Source: an optimization exercise on an open RTL-to-GDS flow (aim: small area, a short achievable clock period and few clock cycles per item). Production flows keep margins and buffers that such runs may drop.
Function was not checked in any run shown here: the RTL went through the layout flow alone.
Power and IR drop assume default switching activity.

<file path="flow/constraint.sdc">
create_clock -name core_clock -period 10.5 [get_ports {clk}]
set_input_delay 2.1000 -clock core_clock [delete_from_list [all_inputs] [get_ports {clk}]]
set_output_delay 2.1000 -clock core_clock [all_outputs]
set_load 0.01 [all_outputs]
</file>
<file path="flow/config.mk">
export PLATFORM = sky130hd
export DESIGN_NAME = ntsc_csc
export DESIGN_NICKNAME = ntsc_csc
export VERILOG_FILES = /design/flow/design.v
export SDC_FILE = /design/flow/constraint.sdc
export NUM_CORES = 4
export LEC_CHECK = 0
export CAP_MARGIN = 20
export CORE_MARGIN = 2
export CORE_UTILIZATION = 40
export SETUP_SLACK_MARGIN = 5
export SLEW_MARGIN = 20
</file>
<file path="flow/run.sh">
#!/bin/bash
# synth_recipe.tcl (not shown) runs the flow's synth.tcl, then flattens the netlist and writes it again
# the make line also repeats each setting of config.mk as NAME=value (left out here)
make -C /OpenROAD-flow-scripts/flow DESIGN_CONFIG=/design/flow/config.mk WORK_HOME=/design/flow/orfs CLKGATE_MAP_FILE= SYNTH_SCRIPT=/design/flow/synth_recipe.tcl finish
</file>
<file path="flow/design.v">
module ntsc_palette (
    input  wire [5:0]  index,
    output wire [23:0] rgb
);
    localparam [64*24-1:0] PAL = {
        24'h000000, 24'h000000, 24'hF8D8F8, 24'h00FCFC, 24'hB8F8D8, 24'hB8F8B8, 24'hD8F878, 24'hF8D878,
        24'hFCE0A8, 24'hF0D0B0, 24'hF8A4C0, 24'hF8B8F8, 24'hD8B8F8, 24'hB8B8F8, 24'hA4E4FC, 24'hFCFCFC,
        24'h000000, 24'h000000, 24'h787878, 24'h00E8D8, 24'h58F898, 24'h58D854, 24'hB8F818, 24'hF8B800,
        24'hFCA044, 24'hF87858, 24'hF85898, 24'hF878F8, 24'h9878F8, 24'h6888FC, 24'h3CBCFC, 24'hF8F8F8,
        24'h000000, 24'h000000, 24'h000000, 24'h008888, 24'h00A844, 24'h00A800, 24'h00B800, 24'hAC7C00,
        24'hE45C10, 24'hF83800, 24'hE40058, 24'hD800CC, 24'h6844FC, 24'h0058F8, 24'h0078F8, 24'hBCBCBC,
        24'h000000, 24'h000000, 24'h000000, 24'h004058, 24'h005800, 24'h006800, 24'h007800, 24'h503000,
        24'h881400, 24'hA81000, 24'hA80020, 24'h940084, 24'h4428BC, 24'h0000BC, 24'h0000FC, 24'h7C7C7C
    };
    assign rgb = PAL[index*24 +: 24];
endmodule
module ntsc_cand (
    input  wire [23:0] col,
    input  wire [2:0]  step,
    output reg  [6:0]  o
);
    always @(*) begin
        if (col[7:0] < 8'd97) begin
            if (col[23:16] < 8'd94) begin
                if (col[15:8] < 8'd96) begin
                    if (col[23:16] < 8'd61) begin
                        if (col[15:8] < 8'd44) begin
                            if (col[7:0] < 8'd36) begin
                                if (col[23:16] < 8'd29) begin
                                    o = 7'd77;
                                end else begin
                                    case (step)
                                        3'd0: o = 7'd8;
                                        default: o = 7'd77;
                                    endcase
                                end
                            end else begin
                                case (step)
                                    3'd0: o = 7'd8;
                                    3'd1: o = 7'd12;
                                    default: o = 7'd77;
                                endcase
                            end
                        end else begin
                            if (col[7:0] < 8'd65) begin
                                case (step)
                                    3'd0: o = 7'd8;
                                    3'd1: o = 7'd11;
                                    default: o = 7'd76;
                                endcase
                            end else begin
                                o = 7'd76;
                            end
                        end
                    end else begin
                        if (col[15:8] < 8'd48) begin
                            if (col[7:0] < 8'd65) begin
                                case (step)
                                    3'd0: o = 7'd7;
                                    default: o = 7'd72;
                                endcase
                            end else begin
                                case (step)
                                    3'd0: o = 7'd4;
                                    3'd1: o = 7'd7;
                                    3'd2: o = 7'd8;
                                    3'd3: o = 7'd12;
                                    default: o = 7'd109;
                                endcase
                            end
                        end else begin
                            if (col[7:0] < 8'd56) begin
                                o = 7'd72;
                            end else begin
                                case (step)
                                    3'd0: o = 7'd8;
                                    3'd1: o = 7'd12;
                                    default: o = 7'd109;
                                endcase
                            end
                        end
                    end
                end else begin
                    if (col[15:8] < 8'd145) begin
                        if (col[23:16] < 8'd54) begin
                            if (col[7:0] < 8'd35) begin
                                case (step)
                                    3'd0: o = 7'd9;
                                    default: o = 7'd74;
                                endcase
                            end else begin
                                case (step)
                                    3'd0: o = 7'd9;
                                    3'd1: o = 7'd10;
                                    3'd2: o = 7'd12;
                                    3'd3: o = 7'd27;
                                    default: o = 7'd92;
                                endcase
                            end
                        end else begin
                            if (col[7:0] < 8'd66) begin
                                case (step)
                                    3'd0: o = 7'd8;
                                    3'd1: o = 7'd9;
                                    3'd2: o = 7'd10;
                                    3'd3: o = 7'd12;
                                    3'd4: o = 7'd24;
                                    3'd5: o = 7'd27;
                                    3'd6: o = 7'd42;
                                    default: o = 7'd109;
                                endcase
                            end else begin
                                case (step)
                                    3'd0: o = 7'd12;
                                    3'd1: o = 7'd27;
                                    3'd2: o = 7'd28;
                                    default: o = 7'd109;
                                endcase
                            end
                        end
                    end else begin
                        if (col[15:8] < 8'd176) begin
                            if (col[23:16] < 8'd50) begin
                                if (col[7:0] < 8'd35) begin
                                    o = 7'd90;
                                end else begin
                                    o = 7'd91;
                                end
                            end else begin
                                case (step)
                                    3'd0: o = 7'd24;
                                    3'd1: o = 7'd26;
                                    3'd2: o = 7'd27;
                                    3'd3: o = 7'd42;
                                    default: o = 7'd109;
                                endcase
                            end
                        end else begin
                            if (col[7:0] < 8'd53) begin
                                if (col[7:0] < 8'd35) begin
                                    case (step)
                                        3'd0: o = 7'd25;
                                        default: o = 7'd106;
                                    endcase
                                end else begin
                                    case (step)
                                        3'd0: o = 7'd25;
                                        3'd1: o = 7'd27;
                                        default: o = 7'd106;
                                    endcase
                                end
                            end else begin
                                case (step)
                                    3'd0: o = 7'd27;
                                    default: o = 7'd106;
                                endcase
                            end
                        end
                    end
                end
            end else begin
                if (col[15:8] < 8'd88) begin
                    if (col[23:16] < 8'd165) begin
                        if (col[7:0] < 8'd50) begin
                            if (col[15:8] < 8'd71) begin
                                if (col[23:16] < 8'd128) begin
                                    case (step)
                                        3'd0: o = 7'd5;
                                        3'd1: o = 7'd7;
                                        default: o = 7'd72;
                                    endcase
                                end else begin
                                    case (step)
                                        3'd0: o = 7'd5;
                                        3'd1: o = 7'd6;
                                        default: o = 7'd71;
                                    endcase
                                end
                            end else begin
                                case (step)
                                    3'd0: o = 7'd7;
                                    3'd1: o = 7'd8;
                                    default: o = 7'd88;
                                endcase
                            end
                        end else begin
                            case (step)
                                3'd0: o = 7'd4;
                                3'd1: o = 7'd5;
                                3'd2: o = 7'd7;
                                3'd3: o = 7'd8;
                                3'd4: o = 7'd24;
                                default: o = 7'd109;
                            endcase
                        end
                    end else begin
                        if (col[23:16] < 8'd191) begin
                            if (col[7:0] < 8'd67) begin
                                if (col[15:8] < 8'd54) begin
                                    case (step)
                                        3'd0: o = 7'd5;
                                        default: o = 7'd70;
                                    endcase
                                end else begin
                                    case (step)
                                        3'd0: o = 7'd5;
                                        3'd1: o = 7'd6;
                                        3'd2: o = 7'd23;
                                        default: o = 7'd88;
                                    endcase
                                end
                            end else begin
                                case (step)
                                    3'd0: o = 7'd4;
                                    3'd1: o = 7'd5;
                                    3'd2: o = 7'd21;
                                    3'd3: o = 7'd23;
                                    3'd4: o = 7'd24;
                                    3'd5: o = 7'd38;
                                    default: o = 7'd109;
                                endcase
                            end
                        end else begin
                            if (col[7:0] < 8'd39) begin
                                if (col[23:16] < 8'd231) begin
                                    case (step)
                                        3'd0: o = 7'd5;
                                        3'd1: o = 7'd6;
                                        3'd2: o = 7'd21;
                                        3'd3: o = 7'd22;
                                        default: o = 7'd87;
                                    endcase
                                end else begin
                                    case (step)
                                        3'd0: o = 7'd21;
                                        3'd1: o = 7'd22;
                                        default: o = 7'd87;
                                    endcase
                                end
                            end else begin
                                if (col[7:0] < 8'd80) begin
                                    case (step)
                                        3'd0: o = 7'd5;
                                        3'd1: o = 7'd21;
                                        3'd2: o = 7'd22;
                                        3'd3: o = 7'd23;
                                        default: o = 7'd102;
                                    endcase
                                end else begin
                                    case (step)
                                        3'd0: o = 7'd21;
                                        default: o = 7'd102;
                                    endcase
                                end
                            end
                        end
                    end
                end else begin
                    if (col[15:8] < 8'd166) begin
                        if (col[23:16] < 8'd171) begin
                            if (col[15:8] < 8'd135) begin
                                if (col[23:16] < 8'd125) begin
                                    if (col[7:0] < 8'd60) begin
                                        case (step)
                                            3'd0: o = 7'd8;
                                            3'd1: o = 7'd24;
                                            default: o = 7'd109;
                                        endcase
                                    end else begin
                                        o = 7'd109;
                                    end
                                end else begin
                                    case (step)
                                        3'd0: o = 7'd0;
                                        3'd1: o = 7'd24;
                                        default: o = 7'd109;
                                    endcase
                                end
                            end else begin
                                case (step)
                                    3'd0: o = 7'd0;
                                    3'd1: o = 7'd24;
                                    3'd2: o = 7'd42;
                                    default: o = 7'd109;
                                endcase
                            end
                        end else begin
                            if (col[7:0] < 8'd42) begin
                                if (col[15:8] < 8'd122) begin
                                    case (step)
                                        3'd0: o = 7'd23;
                                        default: o = 7'd88;
                                    endcase
                                end else begin
                                    case (step)
                                        3'd0: o = 7'd23;
                                        3'd1: o = 7'd24;
                                        3'd2: o = 7'd39;
                                        default: o = 7'd104;
                                    endcase
                                end
                            end else begin
                                if (col[23:16] < 8'd208) begin
                                    case (step)
                                        3'd0: o = 7'd0;
                                        3'd1: o = 7'd23;
                                        3'd2: o = 7'd24;
                                        3'd3: o = 7'd38;
                                        3'd4: o = 7'd39;
                                        default: o = 7'd109;
                                    endcase
                                end else begin
                                    case (step)
                                        3'd0: o = 7'd23;
                                        3'd1: o = 7'd38;
                                        default: o = 7'd103;
                                    endcase
                                end
                            end
                        end
                    end else begin
                        if (col[23:16] < 8'd182) begin
                            if (col[15:8] < 8'd195) begin
                                if (col[23:16] < 8'd164) begin
                                    case (step)
                                        3'd0: o = 7'd0;
                                        3'd1: o = 7'd24;
                                        3'd2: o = 7'd41;
                                        default: o = 7'd106;
                                    endcase
                                end else begin
                                    case (step)
                                        3'd0: o = 7'd0;
                                        3'd1: o = 7'd24;
                                        3'd2: o = 7'd39;
                                        3'd3: o = 7'd41;
                                        3'd4: o = 7'd42;
                                        default: o = 7'd121;
                                    endcase
                                end
                            end else begin
                                if (col[7:0] < 8'd79) begin
                                    case (step)
                                        3'd0: o = 7'd41;
                                        default: o = 7'd106;
                                    endcase
                                end else begin
                                    case (step)
                                        3'd0: o = 7'd41;
                                        3'd1: o = 7'd42;
                                        default: o = 7'd121;
                                    endcase
                                end
                            end
                        end else begin
                            if (col[7:0] < 8'd32) begin
                                case (step)
                                    3'd0: o = 7'd24;
                                    3'd1: o = 7'd40;
                                    default: o = 7'd105;
                                endcase
                            end else begin
                                if (col[7:0] < 8'd57) begin
                                    case (step)
                                        3'd0: o = 7'd24;
                                        3'd1: o = 7'd39;
                                        3'd2: o = 7'd40;
                                        3'd3: o = 7'd41;
                                        3'd4: o = 7'd56;
                                        default: o = 7'd121;
                                    endcase
                                end else begin
                                    case (step)
                                        3'd0: o = 7'd39;
                                        3'd1: o = 7'd41;
                                        3'd2: o = 7'd56;
                                        default: o = 7'd121;
                                    endcase
                                end
                            end
                        end
                    end
                end
            end
        end else begin
            if (col[23:16] < 8'd164) begin
                if (col[15:8] < 8'd126) begin
                    if (col[23:16] < 8'd84) begin
                        if (col[7:0] < 8'd185) begin
                            if (col[23:16] < 8'd54) begin
                                if (col[15:8] < 8'd68) begin
                                    case (step)
                                        3'd0: o = 7'd2;
                                        3'd1: o = 7'd3;
                                        default: o = 7'd76;
                                    endcase
                                end else begin
                                    if (col[7:0] < 8'd162) begin
                                        case (step)
                                            3'd0: o = 7'd3;
                                            3'd1: o = 7'd12;
                                            default: o = 7'd92;
                                        endcase
                                    end else begin
                                        case (step)
                                            3'd0: o = 7'd2;
                                            3'd1: o = 7'd3;
                                            3'd2: o = 7'd18;
                                            default: o = 7'd92;
                                        endcase
                                    end
                                end
                            end else begin
                                if (col[15:8] < 8'd87) begin
                                    case (step)
                                        3'd0: o = 7'd3;
                                        3'd1: o = 7'd4;
                                        3'd2: o = 7'd12;
                                        default: o = 7'd109;
                                    endcase
                                end else begin
                                    case (step)
                                        3'd0: o = 7'd0;
                                        3'd1: o = 7'd3;
                                        3'd2: o = 7'd12;
                                        3'd3: o = 7'd28;
                                        3'd4: o = 7'd34;
                                        default: o = 7'd109;
                                    endcase
                                end
                            end
                        end else begin
                            if (col[15:8] < 8'd96) begin
                                if (col[23:16] < 8'd46) begin
                                    if (col[7:0] < 8'd220) begin
                                        case (step)
                                            3'd0: o = 7'd2;
                                            3'd1: o = 7'd3;
                                            default: o = 7'd82;
                                        endcase
                                    end else begin
                                        case (step)
                                            3'd0: o = 7'd1;
                                            3'd1: o = 7'd3;
                                            default: o = 7'd82;
                                        endcase
                                    end
                                end else begin
                                    if (col[7:0] < 8'd204) begin
                                        o = 7'd67;
                                    end else begin
                                        case (step)
                                            3'd0: o = 7'd1;
                                            3'd1: o = 7'd3;
                                            3'd2: o = 7'd18;
                                            default: o = 7'd83;
                                        endcase
                                    end
                                end
                            end else begin
                                if (col[15:8] < 8'd104) begin
                                    case (step)
                                        3'd0: o = 7'd3;
                                        3'd1: o = 7'd18;
                                        3'd2: o = 7'd19;
                                        3'd3: o = 7'd28;
                                        default: o = 7'd98;
                                    endcase
                                end else begin
                                    if (col[7:0] < 8'd213) begin
                                        case (step)
                                            3'd0: o = 7'd3;
                                            3'd1: o = 7'd17;
                                            3'd2: o = 7'd28;
                                            default: o = 7'd98;
                                        endcase
                                    end else begin
                                        case (step)
                                            3'd0: o = 7'd17;
                                            default: o = 7'd98;
                                        endcase
                                    end
                                end
                            end
                        end
                    end else begin
                        if (col[7:0] < 8'd179) begin
                            if (col[15:8] < 8'd107) begin
                                if (col[15:8] < 8'd46) begin
                                    case (step)
                                        3'd0: o = 7'd3;
                                        default: o = 7'd68;
                                    endcase
                                end else begin
                                    if (col[15:8] < 8'd71) begin
                                        case (step)
                                            3'd0: o = 7'd0;
                                            3'd1: o = 7'd3;
                                            3'd2: o = 7'd4;
                                            default: o = 7'd109;
                                        endcase
                                    end else begin
                                        if (col[7:0] < 8'd136) begin
                                            if (col[23:16] < 8'd125) begin
                                                o = 7'd109;
                                            end else begin
                                                case (step)
                                                    3'd0: o = 7'd0;
                                                    default: o = 7'd109;
                                                endcase
                                            end
                                        end else begin
                                            case (step)
                                                3'd0: o = 7'd0;
                                                3'd1: o = 7'd3;
                                                default: o = 7'd109;
                                            endcase
                                        end
                                    end
                                end
                            end else begin
                                case (step)
                                    3'd0: o = 7'd0;
                                    default: o = 7'd109;
                                endcase
                            end
                        end else begin
                            if (col[15:8] < 8'd103) begin
                                if (col[23:16] < 8'd112) begin
                                    case (step)
                                        3'd0: o = 7'd0;
                                        3'd1: o = 7'd3;
                                        default: o = 7'd83;
                                    endcase
                                end else begin
                                    if (col[15:8] < 8'd58) begin
                                        case (step)
                                            3'd0: o = 7'd3;
                                            3'd1: o = 7'd4;
                                            3'd2: o = 7'd19;
                                            default: o = 7'd84;
                                        endcase
                                    end else begin
                                        if (col[7:0] < 8'd204) begin
                                            case (step)
                                                3'd0: o = 7'd0;
                                                3'd1: o = 7'd3;
                                                3'd2: o = 7'd4;
                                                3'd3: o = 7'd19;
                                                3'd4: o = 7'd20;
                                                default: o = 7'd99;
                                            endcase
                                        end else begin
                                            case (step)
                                                3'd0: o = 7'd19;
                                                default: o = 7'd99;
                                            endcase
                                        end
                                    end
                                end
                            end else begin
                                if (col[7:0] < 8'd199) begin
                                    case (step)
                                        3'd0: o = 7'd0;
                                        3'd1: o = 7'd3;
                                        3'd2: o = 7'd34;
                                        default: o = 7'd99;
                                    endcase
                                end else begin
                                    case (step)
                                        3'd0: o = 7'd34;
                                        default: o = 7'd99;
                                    endcase
                                end
                            end
                        end
                    end
                end else begin
                    if (col[23:16] < 8'd94) begin
                        if (col[7:0] < 8'd174) begin
                            if (col[23:16] < 8'd56) begin
                                if (col[15:8] < 8'd162) begin
                                    case (step)
                                        3'd0: o = 7'd27;
                                        default: o = 7'd92;
                                    endcase
                                end else begin
                                    case (step)
                                        3'd0: o = 7'd27;
                                        3'd1: o = 7'd28;
                                        3'd2: o = 7'd42;
                                        3'd3: o = 7'd43;
                                        default: o = 7'd108;
                                    endcase
                                end
                            end else begin
                                if (col[15:8] < 8'd183) begin
                                    case (step)
                                        3'd0: o = 7'd0;
                                        3'd1: o = 7'd27;
                                        3'd2: o = 7'd28;
                                        3'd3: o = 7'd33;
                                        3'd4: o = 7'd42;
                                        3'd5: o = 7'd43;
                                        default: o = 7'd109;
                                    endcase
                                end else begin
                                    case (step)
                                        3'd0: o = 7'd42;
                                        default: o = 7'd107;
                                    endcase
                                end
                            end
                        end else begin
                            if (col[15:8] < 8'd186) begin
                                if (col[7:0] < 8'd198) begin
                                    case (step)
                                        3'd0: o = 7'd0;
                                        3'd1: o = 7'd17;
                                        3'd2: o = 7'd28;
                                        3'd3: o = 7'd33;
                                        3'd4: o = 7'd34;
                                        3'd5: o = 7'd43;
                                        default: o = 7'd108;
                                    endcase
                                end else begin
                                    case (step)
                                        3'd0: o = 7'd17;
                                        3'd1: o = 7'd33;
                                        3'd2: o = 7'd34;
                                        default: o = 7'd108;
                                    endcase
                                end
                            end else begin
                                if (col[7:0] < 8'd227) begin
                                    if (col[23:16] < 8'd18) begin
                                        o = 7'd108;
                                    end else begin
                                        case (step)
                                            3'd0: o = 7'd33;
                                            3'd1: o = 7'd43;
                                            default: o = 7'd108;
                                        endcase
                                    end
                                end else begin
                                    if (col[23:16] < 8'd68) begin
                                        case (step)
                                            3'd0: o = 7'd33;
                                            3'd1: o = 7'd44;
                                            default: o = 7'd124;
                                        endcase
                                    end else begin
                                        case (step)
                                            3'd0: o = 7'd33;
                                            default: o = 7'd107;
                                        endcase
                                    end
                                end
                            end
                        end
                    end else begin
                        if (col[7:0] < 8'd181) begin
                            if (col[15:8] < 8'd163) begin
                                if (col[7:0] < 8'd144) begin
                                    case (step)
                                        3'd0: o = 7'd0;
                                        default: o = 7'd109;
                                    endcase
                                end else begin
                                    if (col[23:16] < 8'd96) begin
                                        case (step)
                                            3'd0: o = 7'd0;
                                            default: o = 7'd109;
                                        endcase
                                    end else begin
                                        case (step)
                                            3'd0: o = 7'd0;
                                            default: o = 7'd80;
                                        endcase
                                    end
                                end
                            end else begin
                                if (col[7:0] < 8'd142) begin
                                    if (col[23:16] < 8'd135) begin
                                        case (step)
                                            3'd0: o = 7'd0;
                                            3'd1: o = 7'd42;
                                            3'd2: o = 7'd43;
                                            default: o = 7'd109;
                                        endcase
                                    end else begin
                                        case (step)
                                            3'd0: o = 7'd0;
                                            3'd1: o = 7'd16;
                                            3'd2: o = 7'd42;
                                            3'd3: o = 7'd43;
                                            3'd4: o = 7'd57;
                                            default: o = 7'd122;
                                        endcase
                                    end
                                end else begin
                                    if (col[15:8] < 8'd193) begin
                                        case (step)
                                            3'd0: o = 7'd0;
                                            3'd1: o = 7'd16;
                                            default: o = 7'd107;
                                        endcase
                                    end else begin
                                        case (step)
                                            3'd0: o = 7'd16;
                                            3'd1: o = 7'd43;
                                            default: o = 7'd122;
                                        endcase
                                    end
                                end
                            end
                        end else begin
                            if (col[15:8] < 8'd204) begin
                                if (col[15:8] < 8'd173) begin
                                    if (col[23:16] < 8'd113) begin
                                        case (step)
                                            3'd0: o = 7'd0;
                                            default: o = 7'd98;
                                        endcase
                                    end else begin
                                        case (step)
                                            3'd0: o = 7'd0;
                                            3'd1: o = 7'd16;
                                            3'd2: o = 7'd34;
                                            3'd3: o = 7'd35;
                                            default: o = 7'd114;
                                        endcase
                                    end
                                end else begin
                                    case (step)
                                        3'd0: o = 7'd0;
                                        3'd1: o = 7'd16;
                                        3'd2: o = 7'd33;
                                        3'd3: o = 7'd34;
                                        3'd4: o = 7'd43;
                                        3'd5: o = 7'd49;
                                        default: o = 7'd114;
                                    endcase
                                end
                            end else begin
                                if (col[23:16] < 8'd118) begin
                                    case (step)
                                        3'd0: o = 7'd33;
                                        3'd1: o = 7'd43;
                                        default: o = 7'd113;
                                    endcase
                                end else begin
                                    if (col[7:0] < 8'd218) begin
                                        case (step)
                                            3'd0: o = 7'd16;
                                            3'd1: o = 7'd43;
                                            3'd2: o = 7'd49;
                                            3'd3: o = 7'd58;
                                            default: o = 7'd123;
                                        endcase
                                    end else begin
                                        case (step)
                                            3'd0: o = 7'd49;
                                            default: o = 7'd123;
                                        endcase
                                    end
                                end
                            end
                        end
                    end
                end
            end else begin
                if (col[15:8] < 8'd198) begin
                    if (col[15:8] < 8'd113) begin
                        if (col[7:0] < 8'd186) begin
                            if (col[23:16] < 8'd207) begin
                                if (col[7:0] < 8'd143) begin
                                    if (col[15:8] < 8'd65) begin
                                        case (step)
                                            3'd0: o = 7'd4;
                                            3'd1: o = 7'd21;
                                            default: o = 7'd101;
                                        endcase
                                    end else begin
                                        case (step)
                                            3'd0: o = 7'd0;
                                            3'd1: o = 7'd4;
                                            3'd2: o = 7'd21;
                                            3'd3: o = 7'd37;
                                            3'd4: o = 7'd38;
                                            default: o = 7'd109;
                                        endcase
                                    end
                                end else begin
                                    case (step)
                                        3'd0: o = 7'd0;
                                        3'd1: o = 7'd4;
                                        3'd2: o = 7'd20;
                                        3'd3: o = 7'd35;
                                        default: o = 7'd101;
                                    endcase
                                end
                            end else begin
                                if (col[15:8] < 8'd66) begin
                                    case (step)
                                        3'd0: o = 7'd20;
                                        3'd1: o = 7'd21;
                                        3'd2: o = 7'd37;
                                        default: o = 7'd102;
                                    endcase
                                end else begin
                                    case (step)
                                        3'd0: o = 7'd37;
                                        default: o = 7'd102;
                                    endcase
                                end
                            end
                        end else begin
                            if (col[23:16] < 8'd201) begin
                                case (step)
                                    3'd0: o = 7'd19;
                                    3'd1: o = 7'd20;
                                    3'd2: o = 7'd35;
                                    default: o = 7'd101;
                                endcase
                            end else begin
                                if (col[15:8] < 8'd41) begin
                                    o = 7'd84;
                                end else begin
                                    case (step)
                                        3'd0: o = 7'd20;
                                        3'd1: o = 7'd36;
                                        default: o = 7'd101;
                                    endcase
                                end
                            end
                        end
                    end else begin
                        if (col[7:0] < 8'd197) begin
                            if (col[7:0] < 8'd148) begin
                                if (col[15:8] < 8'd150) begin
                                    case (step)
                                        3'd0: o = 7'd0;
                                        3'd1: o = 7'd16;
                                        3'd2: o = 7'd37;
                                        3'd3: o = 7'd38;
                                        default: o = 7'd117;
                                    endcase
                                end else begin
                                    if (col[23:16] < 8'd197) begin
                                        case (step)
                                            3'd0: o = 7'd0;
                                            3'd1: o = 7'd16;
                                            3'd2: o = 7'd38;
                                            3'd3: o = 7'd39;
                                            3'd4: o = 7'd56;
                                            default: o = 7'd121;
                                        endcase
                                    end else begin
                                        case (step)
                                            3'd0: o = 7'd16;
                                            3'd1: o = 7'd38;
                                            3'd2: o = 7'd39;
                                            3'd3: o = 7'd53;
                                            3'd4: o = 7'd54;
                                            default: o = 7'd120;
                                        endcase
                                    end
                                end
                            end else begin
                                if (col[15:8] < 8'd157) begin
                                    case (step)
                                        3'd0: o = 7'd0;
                                        3'd1: o = 7'd16;
                                        3'd2: o = 7'd35;
                                        3'd3: o = 7'd37;
                                        default: o = 7'd117;
                                    endcase
                                end else begin
                                    if (col[23:16] < 8'd207) begin
                                        o = 7'd80;
                                    end else begin
                                        case (step)
                                            3'd0: o = 7'd16;
                                            3'd1: o = 7'd53;
                                            default: o = 7'd118;
                                        endcase
                                    end
                                end
                            end
                        end else begin
                            if (col[23:16] < 8'd201) begin
                                if (col[15:8] < 8'd155) begin
                                    case (step)
                                        3'd0: o = 7'd16;
                                        3'd1: o = 7'd35;
                                        3'd2: o = 7'd50;
                                        default: o = 7'd117;
                                    endcase
                                end else begin
                                    case (step)
                                        3'd0: o = 7'd16;
                                        default: o = 7'd114;
                                    endcase
                                end
                            end else begin
                                if (col[7:0] < 8'd228) begin
                                    case (step)
                                        3'd0: o = 7'd16;
                                        3'd1: o = 7'd36;
                                        3'd2: o = 7'd51;
                                        3'd3: o = 7'd52;
                                        3'd4: o = 7'd53;
                                        default: o = 7'd118;
                                    endcase
                                end else begin
                                    if (col[23:16] < 8'd233) begin
                                        case (step)
                                            3'd0: o = 7'd36;
                                            default: o = 7'd115;
                                        endcase
                                    end else begin
                                        case (step)
                                            3'd0: o = 7'd36;
                                            default: o = 7'd116;
                                        endcase
                                    end
                                end
                            end
                        end
                    end
                end else begin
                    if (col[7:0] < 8'd210) begin
                        if (col[7:0] < 8'd201) begin
                            if (col[7:0] < 8'd163) begin
                                if (col[7:0] < 8'd135) begin
                                    if (col[23:16] < 8'd197) begin
                                        case (step)
                                            3'd0: o = 7'd16;
                                            default: o = 7'd121;
                                        endcase
                                    end else begin
                                        case (step)
                                            3'd0: o = 7'd56;
                                            default: o = 7'd121;
                                        endcase
                                    end
                                end else begin
                                    case (step)
                                        3'd0: o = 7'd16;
                                        3'd1: o = 7'd54;
                                        3'd2: o = 7'd55;
                                        3'd3: o = 7'd56;
                                        3'd4: o = 7'd57;
                                        default: o = 7'd122;
                                    endcase
                                end
                            end else begin
                                if (col[23:16] < 8'd203) begin
                                    case (step)
                                        3'd0: o = 7'd16;
                                        default: o = 7'd122;
                                    endcase
                                end else begin
                                    if (col[23:16] < 8'd231) begin
                                        case (step)
                                            3'd0: o = 7'd16;
                                            3'd1: o = 7'd54;
                                            3'd2: o = 7'd55;
                                            default: o = 7'd122;
                                        endcase
                                    end else begin
                                        case (step)
                                            3'd0: o = 7'd54;
                                            default: o = 7'd119;
                                        endcase
                                    end
                                end
                            end
                        end else begin
                            if (col[23:16] < 8'd228) begin
                                case (step)
                                    3'd0: o = 7'd16;
                                    3'd1: o = 7'd54;
                                    default: o = 7'd123;
                                endcase
                            end else begin
                                case (step)
                                    3'd0: o = 7'd32;
                                    3'd1: o = 7'd54;
                                    3'd2: o = 7'd55;
                                    default: o = 7'd123;
                                endcase
                            end
                        end
                    end else begin
                        if (col[15:8] < 8'd232) begin
                            if (col[23:16] < 8'd226) begin
                                if (col[23:16] < 8'd208) begin
                                    case (step)
                                        3'd0: o = 7'd16;
                                        3'd1: o = 7'd49;
                                        3'd2: o = 7'd50;
                                        3'd3: o = 7'd51;
                                        3'd4: o = 7'd59;
                                        default: o = 7'd125;
                                    endcase
                                end else begin
                                    if (col[7:0] < 8'd217) begin
                                        case (step)
                                            3'd0: o = 7'd16;
                                            3'd1: o = 7'd51;
                                            3'd2: o = 7'd54;
                                            3'd3: o = 7'd59;
                                            default: o = 7'd125;
                                        endcase
                                    end else begin
                                        case (step)
                                            3'd0: o = 7'd51;
                                            3'd1: o = 7'd59;
                                            default: o = 7'd125;
                                        endcase
                                    end
                                end
                            end else begin
                                if (col[15:8] < 8'd207) begin
                                    case (step)
                                        3'd0: o = 7'd51;
                                        3'd1: o = 7'd52;
                                        3'd2: o = 7'd54;
                                        default: o = 7'd125;
                                    endcase
                                end else begin
                                    if (col[7:0] < 8'd215) begin
                                        case (step)
                                            3'd0: o = 7'd54;
                                            default: o = 7'd125;
                                        endcase
                                    end else begin
                                        o = 7'd125;
                                    end
                                end
                            end
                        end else begin
                            if (col[23:16] < 8'd227) begin
                                case (step)
                                    3'd0: o = 7'd32;
                                    3'd1: o = 7'd49;
                                    3'd2: o = 7'd54;
                                    default: o = 7'd123;
                                endcase
                            end else begin
                                if (col[15:8] < 8'd236) begin
                                    case (step)
                                        3'd0: o = 7'd32;
                                        default: o = 7'd118;
                                    endcase
                                end else begin
                                    case (step)
                                        3'd0: o = 7'd32;
                                        default: o = 7'd112;
                                    endcase
                                end
                            end
                        end
                    end
                end
            end
        end
    end
endmodule
module ntsc_palk (
    input  wire [5:0]  index,
    output wire [16:0] k
);
    localparam [64*17-1:0] K = {
        17'd0,
        17'd0,
        17'd109864,
        17'd115196,
        17'd113320,
        17'd114920,
        17'd115752,
        17'd115752,
        17'd113334,
        17'd114592,
        17'd115414,
        17'd111464,
        17'd113320,
        17'd114920,
        17'd113274,
        17'd107258,
        17'd0,
        17'd0,
        17'd125672,
        17'd118512,
        17'd119528,
        17'd123390,
        17'd119080,
        17'd119152,
        17'd119356,
        17'd120616,
        17'd119528,
        17'd113896,
        17'd118696,
        17'd119470,
        17'd118266,
        17'd108008,
        17'd0,
        17'd0,
        17'd0,
        17'd126448,
        17'd126966,
        17'd127544,
        17'd126840,
        17'd125452,
        17'd123484,
        17'd122992,
        17'd123606,
        17'd120038,
        17'd121204,
        17'd122416,
        17'd121584,
        17'd117818,
        17'd0,
        17'd0,
        17'd0,
        17'd129592,
        17'd130104,
        17'd129720,
        17'd129272,
        17'd129984,
        17'd128710,
        17'd127512,
        17'd127416,
        17'd126156,
        17'd125876,
        17'd126654,
        17'd123134,
        17'd125306
    };
    assign k = K[index*17 +: 17];
endmodule
module ntsc_pack (
    input  wire [23:0] c,
    output wire [15:0] w
);
    localparam [256*5-1:0] Q5 = {
        5'd31,
        5'd31,
        5'd31,
        5'd31,
        5'd31,
        5'd30,
        5'd30,
        5'd30,
        5'd30,
        5'd30,
        5'd30,
        5'd30,
        5'd30,
        5'd29,
        5'd29,
        5'd29,
        5'd29,
        5'd29,
        5'd29,
        5'd29,
        5'd29,
        5'd28,
        5'd28,
        5'd28,
        5'd28,
        5'd28,
        5'd28,
        5'd28,
        5'd28,
        5'd27,
        5'd27,
        5'd27,
        5'd27,
        5'd27,
        5'd27,
        5'd27,
        5'd27,
        5'd27,
        5'd26,
        5'd26,
        5'd26,
        5'd26,
        5'd26,
        5'd26,
        5'd26,
        5'd26,
        5'd25,
        5'd25,
        5'd25,
        5'd25,
        5'd25,
        5'd25,
        5'd25,
        5'd25,
        5'd24,
        5'd24,
        5'd24,
        5'd24,
        5'd24,
        5'd24,
        5'd24,
        5'd24,
        5'd23,
        5'd23,
        5'd23,
        5'd23,
        5'd23,
        5'd23,
        5'd23,
        5'd23,
        5'd22,
        5'd22,
        5'd22,
        5'd22,
        5'd22,
        5'd22,
        5'd22,
        5'd22,
        5'd22,
        5'd21,
        5'd21,
        5'd21,
        5'd21,
        5'd21,
        5'd21,
        5'd21,
        5'd21,
        5'd20,
        5'd20,
        5'd20,
        5'd20,
        5'd20,
        5'd20,
        5'd20,
        5'd20,
        5'd19,
        5'd19,
        5'd19,
        5'd19,
        5'd19,
        5'd19,
        5'd19,
        5'd19,
        5'd18,
        5'd18,
        5'd18,
        5'd18,
        5'd18,
        5'd18,
        5'd18,
        5'd18,
        5'd18,
        5'd17,
        5'd17,
        5'd17,
        5'd17,
        5'd17,
        5'd17,
        5'd17,
        5'd17,
        5'd16,
        5'd16,
        5'd16,
        5'd16,
        5'd16,
        5'd16,
        5'd16,
        5'd16,
        5'd15,
        5'd15,
        5'd15,
        5'd15,
        5'd15,
        5'd15,
        5'd15,
        5'd15,
        5'd14,
        5'd14,
        5'd14,
        5'd14,
        5'd14,
        5'd14,
        5'd14,
        5'd14,
        5'd13,
        5'd13,
        5'd13,
        5'd13,
        5'd13,
        5'd13,
        5'd13,
        5'd13,
        5'd13,
        5'd12,
        5'd12,
        5'd12,
        5'd12,
        5'd12,
        5'd12,
        5'd12,
        5'd12,
        5'd11,
        5'd11,
        5'd11,
        5'd11,
        5'd11,
        5'd11,
        5'd11,
        5'd11,
        5'd10,
        5'd10,
        5'd10,
        5'd10,
        5'd10,
        5'd10,
        5'd10,
        5'd10,
        5'd9,
        5'd9,
        5'd9,
        5'd9,
        5'd9,
        5'd9,
        5'd9,
        5'd9,
        5'd9,
        5'd8,
        5'd8,
        5'd8,
        5'd8,
        5'd8,
        5'd8,
        5'd8,
        5'd8,
        5'd7,
        5'd7,
        5'd7,
        5'd7,
        5'd7,
        5'd7,
        5'd7,
        5'd7,
        5'd6,
        5'd6,
        5'd6,
        5'd6,
        5'd6,
        5'd6,
        5'd6,
        5'd6,
        5'd5,
        5'd5,
        5'd5,
        5'd5,
        5'd5,
        5'd5,
        5'd5,
        5'd5,
        5'd4,
        5'd4,
        5'd4,
        5'd4,
        5'd4,
        5'd4,
        5'd4,
        5'd4,
        5'd4,
        5'd3,
        5'd3,
        5'd3,
        5'd3,
        5'd3,
        5'd3,
        5'd3,
        5'd3,
        5'd2,
        5'd2,
        5'd2,
        5'd2,
        5'd2,
        5'd2,
        5'd2,
        5'd2,
        5'd1,
        5'd1,
        5'd1,
        5'd1,
        5'd1,
        5'd1,
        5'd1,
        5'd1,
        5'd0,
        5'd0,
        5'd0,
        5'd0,
        5'd0
    };
    localparam [256*6-1:0] Q6 = {
        6'd63,
        6'd63,
        6'd63,
        6'd62,
        6'd62,
        6'd62,
        6'd62,
        6'd61,
        6'd61,
        6'd61,
        6'd61,
        6'd60,
        6'd60,
        6'd60,
        6'd60,
        6'd59,
        6'd59,
        6'd59,
        6'd59,
        6'd58,
        6'd58,
        6'd58,
        6'd58,
        6'd57,
        6'd57,
        6'd57,
        6'd57,
        6'd56,
        6'd56,
        6'd56,
        6'd56,
        6'd55,
        6'd55,
        6'd55,
        6'd55,
        6'd54,
        6'd54,
        6'd54,
        6'd54,
        6'd53,
        6'd53,
        6'd53,
        6'd53,
        6'd52,
        6'd52,
        6'd52,
        6'd52,
        6'd51,
        6'd51,
        6'd51,
        6'd51,
        6'd50,
        6'd50,
        6'd50,
        6'd50,
        6'd49,
        6'd49,
        6'd49,
        6'd49,
        6'd48,
        6'd48,
        6'd48,
        6'd48,
        6'd47,
        6'd47,
        6'd47,
        6'd47,
        6'd46,
        6'd46,
        6'd46,
        6'd46,
        6'd45,
        6'd45,
        6'd45,
        6'd45,
        6'd44,
        6'd44,
        6'd44,
        6'd44,
        6'd43,
        6'd43,
        6'd43,
        6'd43,
        6'd42,
        6'd42,
        6'd42,
        6'd42,
        6'd42,
        6'd41,
        6'd41,
        6'd41,
        6'd41,
        6'd40,
        6'd40,
        6'd40,
        6'd40,
        6'd39,
        6'd39,
        6'd39,
        6'd39,
        6'd38,
        6'd38,
        6'd38,
        6'd38,
        6'd37,
        6'd37,
        6'd37,
        6'd37,
        6'd36,
        6'd36,
        6'd36,
        6'd36,
        6'd35,
        6'd35,
        6'd35,
        6'd35,
        6'd34,
        6'd34,
        6'd34,
        6'd34,
        6'd33,
        6'd33,
        6'd33,
        6'd33,
        6'd32,
        6'd32,
        6'd32,
        6'd32,
        6'd31,
        6'd31,
        6'd31,
        6'd31,
        6'd30,
        6'd30,
        6'd30,
        6'd30,
        6'd29,
        6'd29,
        6'd29,
        6'd29,
        6'd28,
        6'd28,
        6'd28,
        6'd28,
        6'd27,
        6'd27,
        6'd27,
        6'd27,
        6'd26,
        6'd26,
        6'd26,
        6'd26,
        6'd25,
        6'd25,
        6'd25,
        6'd25,
        6'd24,
        6'd24,
        6'd24,
        6'd24,
        6'd23,
        6'd23,
        6'd23,
        6'd23,
        6'd22,
        6'd22,
        6'd22,
        6'd22,
        6'd21,
        6'd21,
        6'd21,
        6'd21,
        6'd21,
        6'd20,
        6'd20,
        6'd20,
        6'd20,
        6'd19,
        6'd19,
        6'd19,
        6'd19,
        6'd18,
        6'd18,
        6'd18,
        6'd18,
        6'd17,
        6'd17,
        6'd17,
        6'd17,
        6'd16,
        6'd16,
        6'd16,
        6'd16,
        6'd15,
        6'd15,
        6'd15,
        6'd15,
        6'd14,
        6'd14,
        6'd14,
        6'd14,
        6'd13,
        6'd13,
        6'd13,
        6'd13,
        6'd12,
        6'd12,
        6'd12,
        6'd12,
        6'd11,
        6'd11,
        6'd11,
        6'd11,
        6'd10,
        6'd10,
        6'd10,
        6'd10,
        6'd9,
        6'd9,
        6'd9,
        6'd9,
        6'd8,
        6'd8,
        6'd8,
        6'd8,
        6'd7,
        6'd7,
        6'd7,
        6'd7,
        6'd6,
        6'd6,
        6'd6,
        6'd6,
        6'd5,
        6'd5,
        6'd5,
        6'd5,
        6'd4,
        6'd4,
        6'd4,
        6'd4,
        6'd3,
        6'd3,
        6'd3,
        6'd3,
        6'd2,
        6'd2,
        6'd2,
        6'd2,
        6'd1,
        6'd1,
        6'd1,
        6'd1,
        6'd0,
        6'd0,
        6'd0
    };
    assign w = {Q5[c[23:16]*5 +: 5], Q6[c[15:8]*6 +: 6], Q5[c[7:0]*5 +: 5]};
endmodule
module ntsc_unpack (
    input  wire [15:0] w,
    output wire [23:0] c
);
    localparam [32*8-1:0] E5 = {
        8'd255,
        8'd247,
        8'd239,
        8'd230,
        8'd222,
        8'd214,
        8'd206,
        8'd197,
        8'd189,
        8'd181,
        8'd173,
        8'd165,
        8'd156,
        8'd148,
        8'd140,
        8'd132,
        8'd123,
        8'd115,
        8'd107,
        8'd99,
        8'd90,
        8'd82,
        8'd74,
        8'd66,
        8'd58,
        8'd49,
        8'd41,
        8'd33,
        8'd25,
        8'd16,
        8'd8,
        8'd0
    };
    localparam [64*8-1:0] E6 = {
        8'd255,
        8'd251,
        8'd247,
        8'd243,
        8'd239,
        8'd235,
        8'd231,
        8'd227,
        8'd223,
        8'd219,
        8'd215,
        8'd210,
        8'd206,
        8'd202,
        8'd198,
        8'd194,
        8'd190,
        8'd186,
        8'd182,
        8'd178,
        8'd174,
        8'd170,
        8'd166,
        8'd162,
        8'd158,
        8'd154,
        8'd150,
        8'd146,
        8'd142,
        8'd138,
        8'd134,
        8'd130,
        8'd125,
        8'd121,
        8'd117,
        8'd113,
        8'd109,
        8'd105,
        8'd101,
        8'd97,
        8'd93,
        8'd89,
        8'd85,
        8'd81,
        8'd77,
        8'd73,
        8'd69,
        8'd65,
        8'd61,
        8'd57,
        8'd53,
        8'd49,
        8'd45,
        8'd40,
        8'd36,
        8'd32,
        8'd28,
        8'd24,
        8'd20,
        8'd16,
        8'd12,
        8'd8,
        8'd4,
        8'd0
    };
    assign c = {E5[w[15:11]*8 +: 8], E6[w[10:5]*8 +: 8], E5[w[4:0]*8 +: 8]};
endmodule
module ntsc_csc (
    input  wire        clk,
    input  wire        rst,
    input  wire        in_valid,
    output wire        in_ready,
    input  wire [1:0]  in_op,
    input  wire [31:0] in_data,
    output wire        out_valid,
    input  wire        out_ready,
    output wire [31:0] out_data,
    output wire        out_err
);
    localparam OP_DECODE = 2'd0;
    localparam OP_ENCODE = 2'd1;
    localparam OP_PACK   = 2'd2;
    localparam OP_UNPACK = 2'd3;
    reg         qa_v, qb_v;
    reg  [23:0] qa_d, qb_d;
    reg         qa_e, qb_e;
    wire        adv = !qb_v;
    reg         v0;
    reg  [1:0]  op0;
    reg  [23:0] d0;
    reg         e0;
    reg         v1;
    reg  [1:0]  op1;
    reg  [23:0] d1;
    reg         e1;
    reg  [2:0]  step1;
    reg  [5:0]  idx1;
    reg         first1, last1;
    reg         sel1;        
    wire        done1 = !v1 | last1;
    wire        take0 = adv & done1;
    assign in_ready = adv & (!v0 | done1);
    always @(posedge clk) begin
        if (rst) begin
            v0 <= 1'b0;
        end else if (in_ready) begin
            v0 <= in_valid;
        end
    end
    always @(posedge clk) begin
        if (in_ready) begin
            op0 <= in_op;
            d0  <= in_data[23:0];
            e0  <= |in_data[31:6];
        end
    end
    wire [23:0] ccol  = sel1 ? d0 : d1;
    wire [2:0]  cstep = sel1 ? 3'd0 : step1;
    wire [6:0]  cand;
    ntsc_cand u_cand (.col(ccol), .step(cstep), .o(cand));
    always @(posedge clk) begin
        if (rst) begin
            v1 <= 1'b0;
        end else if (take0) begin
            v1 <= v0;
        end
    end
    always @(posedge clk) begin
        if (rst) begin
            sel1 <= 1'b1;
        end else if (adv) begin
            sel1 <= done1 ? (!v0 | (op0 != OP_ENCODE) | cand[6]) : cand[6];
        end
    end
    always @(posedge clk) begin
        if (adv) begin
            if (done1) begin
                op1    <= op0;
                d1     <= d0;
                e1     <= e0;
                step1  <= 3'd1;
                first1 <= 1'b1;
                idx1   <= (op0 == OP_ENCODE) ? cand[5:0] : d0[5:0];
                last1  <= (op0 == OP_ENCODE) ? cand[6] : 1'b1;
            end else begin
                step1  <= step1 + 3'd1;
                first1 <= 1'b0;
                idx1   <= cand[5:0];
                last1  <= cand[6];
            end
        end
    end
    wire [23:0] prgb;
    wire [16:0] pk;
    ntsc_palette u_pal (.index(idx1), .rgb(prgb));
    ntsc_palk    u_pk  (.index(idx1), .k(pk));
    wire [9:0]  r3 = {2'b00, d1[23:16]} + {1'b0, d1[23:16], 1'b0};
    wire [9:0]  g3 = {2'b00, d1[15:8]}  + {1'b0, d1[15:8], 1'b0};
    wire [9:0]  b3 = {2'b00, d1[7:0]}   + {1'b0, d1[7:0], 1'b0};
    function [9:0] pick(input [1:0] dig, input [7:0] c, input [9:0] c3);
        case (dig)
            2'd0:    pick = 10'd0;
            2'd1:    pick = {2'b00, c};
            2'd2:    pick = {1'b0, c, 1'b0};
            default: pick = c3;
        endcase
    endfunction
    function [33:0] csa(input [16:0] a, input [16:0] b, input [16:0] c);
        csa = {(a & b | a & c | b & c) << 1, a ^ b ^ c};
    endfunction
    wire [16:0] row0 = {7'd0, pick(prgb[19:18], d1[23:16], r3)};
    wire [16:0] row1 = {5'd0, pick(prgb[21:20], d1[23:16], r3), 2'd0};
    wire [16:0] row2 = {3'd0, pick(prgb[23:22], d1[23:16], r3), 4'd0};
    wire [16:0] row3 = {7'd0, pick(prgb[11:10], d1[15:8], g3)};
    wire [16:0] row4 = {5'd0, pick(prgb[13:12], d1[15:8], g3), 2'd0};
    wire [16:0] row5 = {3'd0, pick(prgb[15:14], d1[15:8], g3), 4'd0};
    wire [16:0] row6 = {7'd0, pick(prgb[3:2], d1[7:0], b3)};
    wire [16:0] row7 = {5'd0, pick(prgb[5:4], d1[7:0], b3), 2'd0};
    wire [16:0] row8 = {3'd0, pick(prgb[7:6], d1[7:0], b3), 4'd0};
    wire [33:0] l1a = csa(row0, row1, row2);
    wire [33:0] l1b = csa(row3, row4, row5);
    wire [33:0] l1c = csa(row6, row7, row8);
    wire [33:0] l2a = csa(l1a[16:0], l1a[33:17], l1b[16:0]);
    wire [33:0] l2b = csa(l1b[33:17], l1c[16:0], l1c[33:17]);
    wire [33:0] l3a = csa(l2a[16:0], l2a[33:17], l2b[16:0]);
    wire [33:0] l4a = csa(l3a[16:0], l3a[33:17], l2b[33:17]);
    wire [15:0] packed565;
    wire [23:0] unpacked;
    ntsc_pack   u_pack   (.c(d1), .w(packed565));
    ntsc_unpack u_unpack (.w(d1[15:0]), .c(unpacked));
    reg  [23:0] r1;
    always @(*) begin
        case (op1)
            OP_DECODE: r1 = e1 ? 24'd0 : prgb;
            OP_ENCODE: r1 = {1'b0, idx1, l4a[16:0]};
            OP_PACK:   r1 = {8'd0, packed565};
            default:   r1 = unpacked;
        endcase
    end
    reg         v2;
    reg         enc2, first2, last2, err2;
    reg  [23:0] d2;
    reg  [16:1] c2;
    reg  [16:0] k2;
    always @(posedge clk) begin
        if (rst) begin
            v2 <= 1'b0;
        end else if (adv) begin
            v2 <= v1;
        end
    end
    always @(posedge clk) begin
        if (adv) begin
            enc2   <= (op1 == OP_ENCODE);
            first2 <= first1;
            last2  <= last1;
            err2   <= e1 & (op1 == OP_DECODE);
            d2     <= r1;
            c2     <= l4a[33:18];
            k2     <= pk;
        end
    end
    reg  [16:0] best;
    reg  [5:0]  bidx;
    wire [33:0] l5a    = csa(d2[16:0], {c2, 1'b0}, k2);
    wire [16:0] score2 = l5a[16:0] + l5a[33:17];
    wire        better = first2 | ($signed(score2) > $signed(best));
    always @(posedge clk) begin
        if (adv & v2 & enc2 & better) begin
            best <= score2;
            bidx <= d2[22:17];
        end
    end
    wire        push   = adv & v2 & (!enc2 | last2);
    wire [23:0] push_d = enc2 ? {18'd0, better ? d2[22:17] : bidx} : d2;
    wire        push_e = !enc2 & err2;
    wire        pop    = qa_v & out_ready;
    always @(posedge clk) begin
        if (rst) begin
            qa_v <= 1'b0;
            qb_v <= 1'b0;
        end else begin
            qa_v <= qb_v | push | (qa_v & !out_ready);
            qb_v <= qa_v & !out_ready & (qb_v | push);
        end
    end
    always @(posedge clk) begin
        if (!qa_v | out_ready) begin
            qa_d <= qb_v ? qb_d : push_d;
            qa_e <= qb_v ? qb_e : push_e;
        end
        if (!qb_v) begin
            qb_d <= push_d;
            qb_e <= push_e;
        end
    end
    assign out_valid = qa_v;
    assign out_data  = {8'd0, qa_d};
    assign out_err   = qa_e;
endmodule
</file>
==> flow_metrics.env, run 1 <==
export IMPL_critPathCaptureType="flip-flop"
export IMPL_cap_violations=0
export IMPL_leakage_nw=10.22
export IMPL_dpl_cell_area_um2=24960
export IMPL_layout_commonest_cell="nand2_1"
export IMPL_cts_hold_fix_buffers=0
export IMPL_cts_buffers=26
export IMPL_path_max_fanout=12
export IMPL_finalSetupTns_ps=0
export IMPL_fmax_mhz=185.2
export IMPL_critical_path_max_stage_delay_ps=630
export IMPL_clkSinkCount=201
export IMPL_grt_max_degree=174
export IMPL_start_util_pct=40.21
export IMPL_die_h_um=246.9
export IMPL_cp_start_kind="flip-flop"
export IMPL_clk_path_buf_depth=3
export IMPL_path_cells="clkinvlp_4, ha_4, clkinvlp_4, nor2_4, o21ai_0, a21oi_1, a211o_1, o21ai_0, buf_4, and2_2, nand2_1, o21ai_0, fa_1, inv_1, fa_1, fa_1, fa_1, o22ai_1, nor2_1, a21oi_1"
export IMPL_worst_ep_arrival_time_ps=5720
export IMPL_grt_overflow=0
export IMPL_rsz0062_at_grt="yes"
export IMPL_antenna_left=0
export IMPL_path_clk_slew_ps=60
export IMPL_crit_slowest_cell="fa_1"
export IMPL_initialDrtViolationCount=3204
export IMPL_core_area_um2=58690
export IMPL_finalCritPeriodShare_pct=51.43
export IMPL_drive_gt1_share_pct=10.37
export IMPL_critPathKind="reg -> reg"
export IMPL_crit_path_frequent_cell="fa_1"
export IMPL_ys_seq_area_share_pct=24.26
export IMPL_clock_latency_ps=600
export IMPL_avgViaCountPerCell=6.734
export IMPL_grt_pass1_wl_um=169100
export IMPL_tightest_slew_ps=1290
export IMPL_layout_cells_non_filler=3833
export IMPL_synthCells=3041
export IMPL_async_flop_share_pct=0
export IMPL_dp_slack_ps=3765
export IMPL_ir_drop_uv=408.4
export IMPL_critical_path_buf_inv_count=4
export IMPL_design_area_um2=26650
export IMPL_syn_avg_cell_area_um2=7.760
export IMPL_yosysUniqueCellTypes=98
export IMPL_antenna_found_initial=3
export IMPL_synth_ff_type="edfxtp_1"
export IMPL_cts_tree="yes"
export IMPL_gr_usage_all_layers_pct=37.56
export IMPL_synth_edff_count=170
export IMPL_drcViolationCount=0
export IMPL_min_path_type="reg -> reg"
export IMPL_die_area_um2=60950
export IMPL_syn2layout_area_growth_pct=12.92
export IMPL_layout_common_cells="nand2_1, a21oi_1, nor2_1"
export IMPL_ys_warn_count=2
export IMPL_relSlewSlack_pct=13.71
export IMPL_fin_util_pct=45.41
export IMPL_dp_hpwl_um=88740
export IMPL_fin_crit_ps=5400
export IMPL_status="complete, no violations"
export IMPL_num_vias=25810
export IMPL_crit_required_ps=10820
export IMPL_power_density_nw_per_um2=237.1
export IMPL_placementRows=89
export IMPL_grt_pass1_vias=24170
export IMPL_io_pin_count=73
export IMPL_nNetsFinal=3264
export IMPL_setup_viol=0
export IMPL_dpl_cell_count=3730
export IMPL_clock_skew_ps=71.05
export IMPL_io_buffers=64
export IMPL_gp_congestion=1.004
export IMPL_die_w_um=246.9
export IMPL_finalMaxSlewViolations=0
export IMPL_wl_um=117500
export IMPL_setup_ws_ps=5100
export IMPL_syn_cell_area_um2=23600
export IMPL_synth_seq_cells=201
export IMPL_firstDrtPassIters=9
export IMPL_wire_per_inst_um=30.66
export IMPL_final_hold_viol_count=0
export IMPL_cts_root_buffer="clkbuf_16"
export IMPL_cp_top_family="adder cells"
export IMPL_cts_max_level=1
==> layout make-up <==
class,instances,area (µm²)
antenna,3,7.507
clock buffer,31,699.4
clock inverter,17,165.2
fill,5820,32040
inverter,162,621.8
multi-input combinational,2444,16630
sequential,201,5729
tap,773,967.2
timing repair buffer,202,1828
==> repair_timing <==
item / 4_1_cts / 5_1_grt
gates cloned: 1 / 1
resized for setup: 36 / 55
pin swaps: 4 / 9
endpoints found under the setup margin: 61 / 49
buffers inserted: 25 / 25
==> report_power, final <==
part           leakage (nW)  total (mW)  switching, mW  internal [mW]
registers              2.06        1.28          0.136           1.14
logic                  7.72        4.13           2.48           1.64
clock network         0.434       0.914          0.386          0.528
==> cells by family after synthesis <==
logic type / share of synthesized area, %
compound gates: 30.97
simple gates: 19.14
buf+inv: 6.930
flops: 24.26
fa+ha+maj: 12.53
mux: 4.735
xor+xnor: 1.410
other cells: 0.01589
==> Yosys cell counts, types with 20 or more instances <==
cell type | instances | area (µm²)
mux2i_1 | 81 | 810.8
buf_1 | 26 | 97.59
ha_1 | 110 | 1376
nand3_1 | 79 | 395.4
or3_1 | 21 | 131.4
o2111ai_1 | 20 | 175.2
o21ai_0 | 264 | 1321
nor3_1 | 61 | 305.3
nor3b_1 | 20 | 150.1
buf_2 | 31 | 155.2
nor2b_1 | 25 | 156.4
xnor2_1 | 30 | 262.8
nand2_1 | 317 | 1190
nand2b_1 | 23 | 143.9
inv_1 | 157 | 589.3
clkbuf_1 | 167 | 626.9
a221oi_1 | 23 | 201.4
a21o_1 | 33 | 247.7
a211oi_1 | 55 | 412.9
dfxtp_1 | 31 | 620.6
o31ai_1 | 23 | 172.7
nor4_1 | 21 | 131.4
a22o_1 | 26 | 227.7
nor2_1 | 294 | 1104
a22oi_1 | 23 | 172.7
a31oi_1 | 69 | 431.7
a21oi_1 | 301 | 1506
edfxtp_1 | 170 | 5105
o211ai_1 | 58 | 435.4
o22ai_1 | 35 | 219.0
fa_1 | 79 | 1582
==> layer usage <==
metal / vias up / wire (µm) / share of wire [%] / track usage [%]
met4: 4 / 7694 / 6.5 / 19.42
met1: 12530 / 46490 / 40 / 48.29
li1: 11310 / - / - / -
met3: 357 / 10780 / 9.2 / 6.349
met5: - / 27 / 0.023 / 0
met2: 1620 / 52530 / 45 / 60.43
==> flip-flops by register name, indices dropped and copies added (netlist names), 14 cells and up <==
register,count
d0,24
d1,24
d2,24
qa_d,24
qb_d,24
best,17
k2,15
c2,14
==> worst register-to-register path, delay by kind of cell (launching register included) <==
kind | cells | cell delay (ps)
buffers and inverters | 4 | 710
adders and majority gates | 5 | 2520
AOI/OAI and AO/OA | 7 | 780
and+or+nand+nor | 4 | 660
DFF | 1 | 460
==> worst paths after layout <==
kind	from	end	slack (ps)	cells past startpoint
setup / recovery	idx1[1]	d2[4]	5100	20
hold / removal	e0	e1	420	0
setup reg to reg	idx1[1]	d2[4]	5100	20
hold reg to reg	e0	e1	420	0
==> per-stage QoR <==
step	hold slack, ps	total power [mW]
after floorplan	400.3	3.846
after detailed placement	407.2	5.196
final	417.3	6.317
after global placement	403.7	5.116
after global routing	432.9	6.813
after CTS	420.1	6.223
==> run 2, diff against run 1 <==
--- a/flow/design.v
+++ b/flow/design.v
@@ -1072,73 +1072,73 @@
 module ntsc_palk (
     input  wire [5:0]  index,
-    output wire [16:0] k
+    output wire [14:0] k
 );
-    localparam [64*17-1:0] K = {
-        17'd0,
-        17'd0,
-        17'd109864,
-        17'd115196,
-        17'd113320,
-        17'd114920,
-        17'd115752,
-        17'd115752,
-        17'd113334,
-        17'd114592,
-        17'd115414,
-        17'd111464,
-        17'd113320,
-        17'd114920,
-        17'd113274,
-        17'd107258,
-        17'd0,
-        17'd0,
-        17'd125672,
-        17'd118512,
-        17'd119528,
-        17'd123390,
-        17'd119080,
-        17'd119152,
-        17'd119356,
-        17'd120616,
-        17'd119528,
-        17'd113896,
-        17'd118696,
-        17'd119470,
-        17'd118266,
-        17'd108008,
-        17'd0,
-        17'd0,
-        17'd0,
-        17'd126448,
-        17'd126966,
-        17'd127544,
-        17'd126840,
-        17'd125452,
-        17'd123484,
-        17'd122992,
-        17'd123606,
-        17'd120038,
-        17'd121204,
-        17'd122416,
-        17'd121584,
-        17'd117818,
-        17'd0,
-        17'd0,
-        17'd0,
-        17'd129592,
-        17'd130104,
-        17'd129720,
-        17'd129272,
-        17'd129984,
-        17'd128710,
-        17'd127512,
-        17'd127416,
-        17'd126156,
-        17'd125876,
-        17'd126654,
-        17'd123134,
-        17'd125306
+    localparam [64*15-1:0] K = {
+        15'd24576,
+        15'd24576,
+        15'd3368,
+        15'd8700,
+        15'd6824,
+        15'd8424,
+        15'd9256,
+        15'd9256,
+        15'd6838,
+        15'd8096,
+        15'd8918,
+        15'd4968,
+        15'd6824,
+        15'd8424,
+        15'd6778,
+        15'd762,
+        15'd24576,
+        15'd24576,
+        15'd19176,
+        15'd12016,
+        15'd13032,
+        15'd16894,
+        15'd12584,
+        15'd12656,
+        15'd12860,
+        15'd14120,
+        15'd13032,
+        15'd7400,
+        15'd12200,
+        15'd12974,
+        15'd11770,
+        15'd1512,
+        15'd24576,
+        15'd24576,
+        15'd24576,
+        15'd19952,
+        15'd20470,
+        15'd21048,
+        15'd20344,
+        15'd18956,
+        15'd16988,
+        15'd16496,
+        15'd17110,
+        15'd13542,
+        15'd14708,
+        15'd15920,
+        15'd15088,
+        15'd11322,
+        15'd24576,
+        15'd24576,
+        15'd24576,
+        15'd23096,
+        15'd23608,
+        15'd23224,
+        15'd22776,
+        15'd23488,
+        15'd22214,
+        15'd21016,
+        15'd20920,
+        15'd19660,
+        15'd19380,
+        15'd20158,
+        15'd16638,
+        15'd18810
     };
-    assign k = K[index*17 +: 17];
+    assign k = K[index*15 +: 15];
 endmodule
 module ntsc_pack (
@@ -1856,5 +1856,5 @@
     end
     wire [23:0] prgb;
-    wire [16:0] pk;
+    wire [14:0] pk;
     ntsc_palette u_pal (.index(idx1), .rgb(prgb));
     ntsc_palk    u_pk  (.index(idx1), .k(pk));
@@ -1906,5 +1906,5 @@
     reg  [23:0] d2;
     reg  [16:1] c2;
-    reg  [16:0] k2;
+    reg  [14:0] k2;
     always @(posedge clk) begin
         if (rst) begin
@@ -1927,7 +1927,7 @@
     reg  [16:0] best;
     reg  [5:0]  bidx;
-    wire [33:0] l5a    = csa(d2[16:0], {c2, 1'b0}, k2);
-    wire [16:0] score2 = l5a[16:0] + l5a[33:17];
-    wire        better = first2 | ($signed(score2) > $signed(best));
+    wire [16:0] score2 = d2[16:0] + {c2, 1'b0} + {2'b00, k2};
+    wire [17:0] diff2  = {1'b0, d2[16:0]} + {1'b0, c2, 1'b0} + {3'b000, k2} + {1'b1, ~best};
+    wire        better = first2 | !diff2[17];
     always @(posedge clk) begin
         if (adv & v2 & enc2 & better) begin
==> flow/flow/run.sh (new file) <==
#!/bin/bash
set -euo pipefail
bash standard.sh SETUP_SLACK_MARGIN=6 finish > standard_flow.log 2>&1
==> flow/standard.sh (new file) <==
#!/bin/bash
# synth_recipe.tcl (not shown) runs the flow's synth.tcl, then flattens the netlist and writes it again
# the make line also repeats each setting of config.mk as NAME=value (left out here)
make -C /OpenROAD-flow-scripts/flow DESIGN_CONFIG=/design/flow/config.mk WORK_HOME=/design/flow/orfs CLKGATE_MAP_FILE= SYNTH_SCRIPT=/design/flow/synth_recipe.tcl "${@:-finish}"
--- a/flow/config.mk
+++ b/flow/config.mk
@@ -9,4 +9,3 @@
 export CORE_MARGIN = 2
 export CORE_UTILIZATION = 40
-export SETUP_SLACK_MARGIN = 5
 export SLEW_MARGIN = 20
removed: flow/run.sh
==> run 2 against run 1 <==
Effect of this change:
- combinational power is 11% higher
- synthesized cell count increased by 1.6%
- sequential share of layout area fell by 2.2 points
- hold slack gained 7.0 ps
- critical path type unchanged
- cell count grew 4.4%
- total power rose by 3.2%
- register-to-register slack better by 250 ps
- via count up 4.8%
==> flow_metrics.env, run 2 <==
export IMPL_n_antenna_cell=0
export IMPL_synth_ff_type="edfxtp_1"
export IMPL_finalMaxSlewViolations=0
export IMPL_syn2layout_area_growth_pct=19.02
export IMPL_clock_skew_ps=20.34
export IMPL_synth_top_area_share_pct=20.48
export IMPL_cap_violations=0
export IMPL_r2r_start="idx1[0]"
export IMPL_synth_common_cells="a21oi_1, nand2_1, nor2_1"
export IMPL_start_util_pct=40.31
export IMPL_cts_tree="yes"
export IMPL_synth_edff_count=169
export IMPL_io_pin_count=73
export IMPL_rsz0062_at_grt="yes"
export IMPL_gp_congestion=1.030
export IMPL_ir_drop_uv=157.8
export IMPL_clkSinkCount=200
export IMPL_async_flop_share_pct=0
export IMPL_critPathKind="reg -> reg"
export IMPL_startpoint="idx1[0]"
export IMPL_io_buffers=64
export IMPL_path_max_fanout=8
export IMPL_grt_pass1_vias=24990
export IMPL_final_hold_viol_count=0
export IMPL_synth_most_common_cell="a21oi_1"
export IMPL_crit_path_frequent_cell="fa_1"
export IMPL_yosysUniqueCellTypes=129
export IMPL_setup_ws_ps=5350
export IMPL_syn_avg_cell_area_um2=8.021
export IMPL_cp_start_kind="flip-flop"
export IMPL_layout_commonest_cell="nand2_1"
export IMPL_cts_root_buffer="clkbuf_16"
export IMPL_layout_common_cells="nand2_1, a21oi_1, nor2_1"
export IMPL_tightest_slew_ps=1180
export IMPL_critical_path_buf_inv_count=8
export IMPL_fmax_mhz=194.2
export IMPL_cts_max_level=4
export IMPL_antenna_found_initial=5
export IMPL_nNetsFinal=3435
export IMPL_finalSetupTns_ps=0
export IMPL_grt_overflow=0
export IMPL_min_from="e0"
export IMPL_drcViolationCount=0
export IMPL_die_area_um2=63970
export IMPL_gr_usage_all_layers_pct=37.15
export IMPL_status="complete, no violations"
export IMPL_drive_gt1_share_pct=19.61
export IMPL_crit_required_ps=10720
export IMPL_path_cells="buf_12, inv_12, ha_4, clkinvlp_4, o211ai_1, buf_4, a21oi_2, o32ai_2, buf_6, nand2_1, o211ai_1, nand2_1, fa_1, inv_1, fa_1, inv_1, fa_1, inv_1, fa_1, nand2_1, a21oi_1, a21oi_1"
export IMPL_cts_buffers=17
export IMPL_reg2reg_depth=22
export IMPL_wire_per_inst_um=30.43
export IMPL_worst_ep_arrival_time_ps=5370
export IMPL_fin_crit_ps=5150
export IMPL_cp_top_family="adder cells"
export IMPL_initialDrtViolationCount=3970
export IMPL_path_clk_slew_ps=100
export IMPL_dp_slack_ps=4046
export IMPL_wl_um=121800
export IMPL_crit_slowest_cell="fa_1"
export IMPL_r2r_setup_slack_ps=5350
export IMPL_relSlewSlack_pct=20.31
export IMPL_synthCells=3090
export IMPL_core_area_um2=61480
export IMPL_cts_hold_fix_buffers=0
export IMPL_finalCritPeriodShare_pct=49.05
export IMPL_dp_hpwl_um=87440
export IMPL_r2r_end="d2[7]"
export IMPL_synth_seq_cells=200
export IMPL_avgViaCountPerCell=6.761
export IMPL_ys_seq_area_share_pct=22.98
export IMPL_critPathCaptureType="flip-flop"
export IMPL_grt_pass1_wl_um=174900
export IMPL_syn_cell_area_um2=24780
export IMPL_power_density_nw_per_um2=221.1
export IMPL_num_vias=27060
export IMPL_grt_max_degree=86
export IMPL_synth_area_leaders="edfxtp_1, fa_1, a21oi_1"
export IMPL_setup_viol=0
export IMPL_die_w_um=252.9
export IMPL_min_path_type="reg -> reg"
export IMPL_placementRows=91
export IMPL_synth_top_area_cell="edfxtp_1"
export IMPL_cp_endpoint="d2[7]"
export IMPL_clock_latency_ps=490
export IMPL_firstDrtPassIters=8
export IMPL_clk_path_buf_depth=2
export IMPL_ys_warn_count=2
export IMPL_die_h_um=252.9
export IMPL_antenna_left=0
export IMPL_leakage_nw=11.55
export IMPL_crit_cells=22
export IMPL_critical_path_max_stage_delay_ps=590
## run 2: cell count changes after synthesis, sizes merged, moves of 15 or more
| cell | delta |
|---|---|
| a21o | +17 |
| a31oi | -22 |
| buf | +35 |
| clkbuf | -30 |
| fa | +15 |
| inv | +34 |
| mux2i | +28 |
| nand2 | -38 |
| nor2 | -17 |
| nor3 | +23 |
| o21ai | -18 |
## run 2: cell families after synthesis
logic type,after synthesis,synth area share (%)
compound gates,1139,30.96
fa+ha+maj,200,12.92
other cells,1,0.01513
mux,132,6.099
xor+xnor,37,1.308
flops,200,22.98
buf+inv,441,7.547
simple gates,940,18.16
## run 2: area by class of cell
cell class | instances | area (µm²)
clock buffer | 17 | 425.4
clock inverter | 15 | 175.2
fill | 5948 | 31990
inverter | 194 | 780.7
multi-input combinational | 2457 | 18270
sequential | 200 | 5699
tap | 790 | 988.4
timing repair buffer | 326 | 3136
timing repair inverter | 3 | 22.52
## run 2: per-layer routing
layer | vias up | part of all wire (%) | global-route usage (%)
met5 | - | 0.17 | 0
met2 | 1842 | 42 | 54.59
li1 | 11720 | - | -
met4 | 12 | 4.2 | 13.98
met3 | 316 | 12 | 10.89
met1 | 13170 | 42 | 51.24
## run 2: repair_timing
action	CTS	global route
pin swaps	85	56
resized for setup	235	88
gates cloned	12	3
endpoints found under the hold margin	0	0
buffers inserted	125	47
setup endpoints to repair	71	51
## run 2: stage by stage
| step | utilization (%) | hold slack, ps | instance area (µm²) | power (mW) | instances |
|---|---|---|---|---|---|
| 2_1_floorplan | - | 400.3 | 25030 | 3.988 | 3097 |
| 3_3_place_gp | 42.37 | 402.6 | 26050 | 5.126 | 3782 |
| 3_5_place_dp | 42.39 | 404.5 | 26060 | 5.196 | 3783 |
| 4_1_cts | 46.91 | 424.0 | 28840 | 6.283 | 3952 |
| 5_1_grt | 47.98 | 449.5 | 29500 | 7.016 | 4002 |
| 6_report | 47.98 | 424.3 | 29500 | 6.521 | 4002 |
## run 2: how the worst min path moves through the flow
stage / slack, ps / cells after the start / end
2_1_floorplan: 400 / 0 / e1
3_3_place_gp: 400 / 0 / e1
3_5_place_dp: 400 / 0 / e1
4_1_cts: 420 / 0 / e1
5_1_grt: 450 / 0 / e1
6_report: 420 / 0 / e1
## run 2: where the power goes
group / switching (mW) / total [mW] / leakage, nW / internal (mW)
sequential: 0.113 / 1.25 / 2.05 / 1.14
combinational: 2.64 / 4.58 / 9.20 / 1.94
clock: 0.374 / 0.696 / 0.291 / 0.323

==> afterwards: timing with drivers on the ports <==
No port has a modelled driver above. Below, the same layouts with a new extraction and two added sets of constraints. Step 1 assumes that a clkbuf_16 drives the clock port and a buf_2 every other input. Step 2 also shifts input and output timing later by t, the mid clock arrival at the registers, as if the neighbouring blocks saw the same clock. Slacks: no drivers / after step 1 / after step 2; pairs: no drivers / after step 1.
| run | t, ns | setup slack, ns | hold WS [ns] |
|---|---|---|---|
| run 1 | 0.628 | 5.100 / 5.100 / 5.100 | 0.417 / 0.417 / 0.417 |
| run 2 | 0.544 | 5.350 / 5.350 / 5.350 | 0.424 / 0.424 / 0.424 |
After both steps every run listed still meets setup and hold.
